This design comes from an exercise in tuning for small area, a short achievable clock period and few clock cycles on the open sky130 flow, not from production work. Function was checked by simulation only, so behaviour that the tests miss may differ from the original. Power and IR drop assume default switching activity.

==> fjord <==
// md5fp
module md5fp (
    input  wire        clk,
    input  wire        rst,           
    input  wire        req_valid,
    output wire        req_ready,
    input  wire        req_we,
    input  wire [7:0]  req_addr,
    input  wire [31:0] req_wdata,
    output reg         resp_valid,
    output wire        resp_err,
    output reg  [3:0]  resp_code,
    output reg  [31:0] resp_rdata
);
    localparam [31:0] IV0 = 32'h67452301;
    localparam [31:0] IV1 = 32'hEFCDAB89;
    localparam [31:0] IV2 = 32'h98BADCFE;
    localparam [31:0] IV3 = 32'h10325476;
    localparam [31:0] K0  = 32'hd76aa478;
    localparam [31:0] ID_VALUE = 32'h4D443501;
    reg [31:0]  h0_q, h1_q, h2_q, h3_q;
    reg [31:0]  m_q [0:15];
    reg [127:0] dg_q;          
    reg [7:0]   dlen_q;
    reg [19:0]  rnib_q;        
    reg         fpw_q;         
    reg         fault_q;
    reg [1:0]   cause_q;
    reg [7:0]   info_q;
    reg         fpvalid_q;
    reg         rq_v;
    reg         rq_we;
    reg [7:0]   rq_addr;
    reg [31:0]  rq_wdata;
    reg         rq_isc;        
    reg         busy_q;        
    reg         fin_q;         
    reg         stale_q;       
    reg [5:0]   stp_q;         
    reg [31:0]  a_q, b_q, c_q, d_q;
    reg [31:0]  akm_q;         
    reg [3:0]   rnd_q;         
    reg [3:0]   rndn_q;        
    reg [15:0]  rsel_q;        
    reg [3:0]   ra_q, rb_q;    
    reg [3:0]   gidx_q;        
    wire can_exec = !busy_q && !(rq_isc && stale_q);
    wire exec     = rq_v && can_exec;
    assign req_ready = !(rq_v && !can_exec);
    wire addr_aligned  = (rq_addr[1:0] == 2'b00);
    wire addr_mapped   = (rq_addr <= 8'h80);
    wire is_m          = (rq_addr[7:6] == 2'b01);
  ...
make LEC_CHECK=0 CAP_MARGIN=20 CORE_MARGIN=2 CORE_UTILIZATION=40 SETUP_SLACK_MARGIN=5 SLEW_MARGIN=20 finish   # period 11.0 ns
run.sh (not shown) runs the stock make flow with config.mk's settings and CLKGATE_MAP_FILE= SYNTH_SCRIPT=/design/flow/synth_recipe.tcl, a recipe that flattens the netlist after the stock synthesis.
==> pepper: changes against fjord <==
--- a/flow/design.v
+++ b/flow/design.v
@@ -165,27 +165,28 @@
             4'd11: begin ra_n = 4'b1000; rb_n = 4'b1000; end
             4'd12: begin ra_n = 4'b0100; rb_n = 4'b0001; end
             4'd13: begin ra_n = 4'b0010; rb_n = 4'b0010; end
             4'd14: begin ra_n = 4'b0010; rb_n = 4'b0100; end
             4'd15: begin ra_n = 4'b0010; rb_n = 4'b1000; end
             default: begin ra_n = 4'b0001; rb_n = 4'b0001; end
         endcase
     end
-    wire [5:0]  stp_n1 = stp_nx + 6'd2;
+    wire [5:0]  stp_n1 = stp_nx + 6'd1;
     reg  [3:0]  gidx_n;        
     always @* begin
         case (stp_n1[5:4])
             2'd0: gidx_n = stp_n1[3:0];
             2'd1: gidx_n = stp_n1[3:0] * 4'd5 + 4'd1;
             2'd2: gidx_n = stp_n1[3:0] * 4'd3 + 4'd5;
             default: gidx_n = stp_n1[3:0] * 4'd7;
         endcase
     end
     reg [31:0] kn_n;           
+    reg [31:0] kn_q;           
     always @* begin
         case (stp_nx)
             6'd0: kn_n = 32'he8c7b756;
             6'd1: kn_n = 32'h242070db;
             6'd2: kn_n = 32'hc1bdceee;
             6'd3: kn_n = 32'hf57c0faf;
             6'd4: kn_n = 32'h4787c62a;
             6'd5: kn_n = 32'ha8304613;
@@ -247,22 +248,19 @@
             6'd61: kn_n = 32'h2ad7d2bb;
             6'd62: kn_n = 32'heb86d391;
             6'd63: kn_n = 32'hd76aa478;
             default: kn_n = 32'h0;
         endcase
     end
     wire [3:0]  msel  = (busy_q || rq_isc) ? gidx_q : rq_addr[5:2];
     wire [31:0] m_out = m_q[msel];
-    reg  [31:0] km_q;
-    wire [31:0] km_n;
-    md5fp_add2 u_km (.a(kn_n), .b(run ? m_out : m_q[1]), .s(km_n));
     wire [31:0] akm_n;
-    md5fp_add3 u_akm (.a(run ? d_q : h0_q), .b(run ? km_q : K0),
-                      .c(run ? 32'd0 : m_q[0]), .s(akm_n));
+    md5fp_add3 u_akm (.a(run ? d_q : h0_q), .b(run ? kn_q : K0),
+                      .c(run ? m_out : m_q[0]), .s(akm_n));
     reg [31:0] ff_h;
     always @* begin
         case ({fin_q, stp_q[1:0]})
             3'b0_01: ff_h = h0_q;
             3'b0_10: ff_h = h3_q;
             3'b0_11: ff_h = h2_q;
             default: ff_h = h1_q;
         endcase
@@ -376,32 +374,32 @@
             d_q <= c_q;
         end else begin
             a_q <= h0_q;
             b_q <= h1_v;
             c_q <= h2_q;
             d_q <= h3_q;
         end
         akm_q  <= akm_n;
-        km_q   <= km_n;
+        kn_q   <= kn_n;
         rnd_q  <= rnd_n;
         rndn_q <= ~rnd_n;
         rsel_q <= rsel_n;
         ra_q   <= ra_n;
         rb_q   <= rb_n;
         gidx_q <= gidx_n;
         if (rst) begin
             busy_q  <= 1'b0;
             fin_q   <= 1'b0;
             stale_q <= 1'b1;
             stp_q   <= 6'd0;
         end else begin
             fin_q   <= busy_q && (stp_q == 6'd63);
             stale_q <= busy_q || c_comp || wr_h || c_init || c_sreset ||
-                       (wr_m && rq_addr[5:2] == 4'd0) || (wr_m && rq_addr[5:2] == 4'd1);
+                       (wr_m && rq_addr[5:2] == 4'd0);
             stp_q   <= stp_nx;
             if (c_comp)
                 busy_q <= 1'b1;
             else if (busy_q && stp_q == 6'd63)
                 busy_q <= 1'b0;
         end
         if (rst)
             resp_valid <= 1'b0;
==> comparison <==
fjord completed with no timing, DRC or antenna violations. pepper produced a clean layout. In fjord the via count is larger than in pepper, by 1.4%. Against fjord, the die area of pepper is lower by 1.6%. Clock skew: fjord is higher than pepper (16 ps). Between fjord and pepper, the lower clock-buffer cell count is in fjord (gap 12). Of pepper and fjord, fjord has the higher fmax (gap 1.6%, measured against fjord). Worst hold slack is about the same in fjord and pepper. Of fjord and pepper, fjord has the higher first-iteration DRC count (gap 5.5%, measured against pepper). Against fjord, the final area of pepper is lower by about 0.23%. Between pepper and fjord, the lower power is in fjord (gap about 4%, measured against fjord). Between fjord and pepper, the lower worst setup slack is in pepper (gap 98 ps).
Testbench counts of fjord, summed over its fixed seeds: cycles 13,968.
Testbench counts of pepper, summed over its fixed seeds: cycles 13,968.

-- what the ideal ports hide --
No port has a modelled driver above. Below, the same layouts with a new extraction and two added sets of constraints. Step 1 sets driving cells, clkbuf_16 on the clock port and buf_2 on the other inputs (assumed; they add their load-dependent delay and slew). Step 2 moves the port delays by t, midway between the first and last clock arrival at a register: inputs arrive t later, outputs are due t later. That takes back most of the time a late clock gives input paths. Three values: ideal, step 1, step 2; two values: the first two.
| run | t (ns) | setup slack, ns | clock arrival spread, ns | worst register clock-pin slew, ns |
|---|---|---|---|---|
| fjord | 0.883 | 5.009 / 5.009 / 4.773 | 0.095 / 0.095 | 0.07 / 0.07 |
| pepper | 0.891 | 4.912 / 4.912 / 4.912 | 0.060 / 0.061 | 0.07 / 0.07 |
After both steps setup and hold are still met in every run listed. For fjord, which loses most, drivers alone change the setup slack by 0.000 ns; drivers and shift together by -0.236 ns.
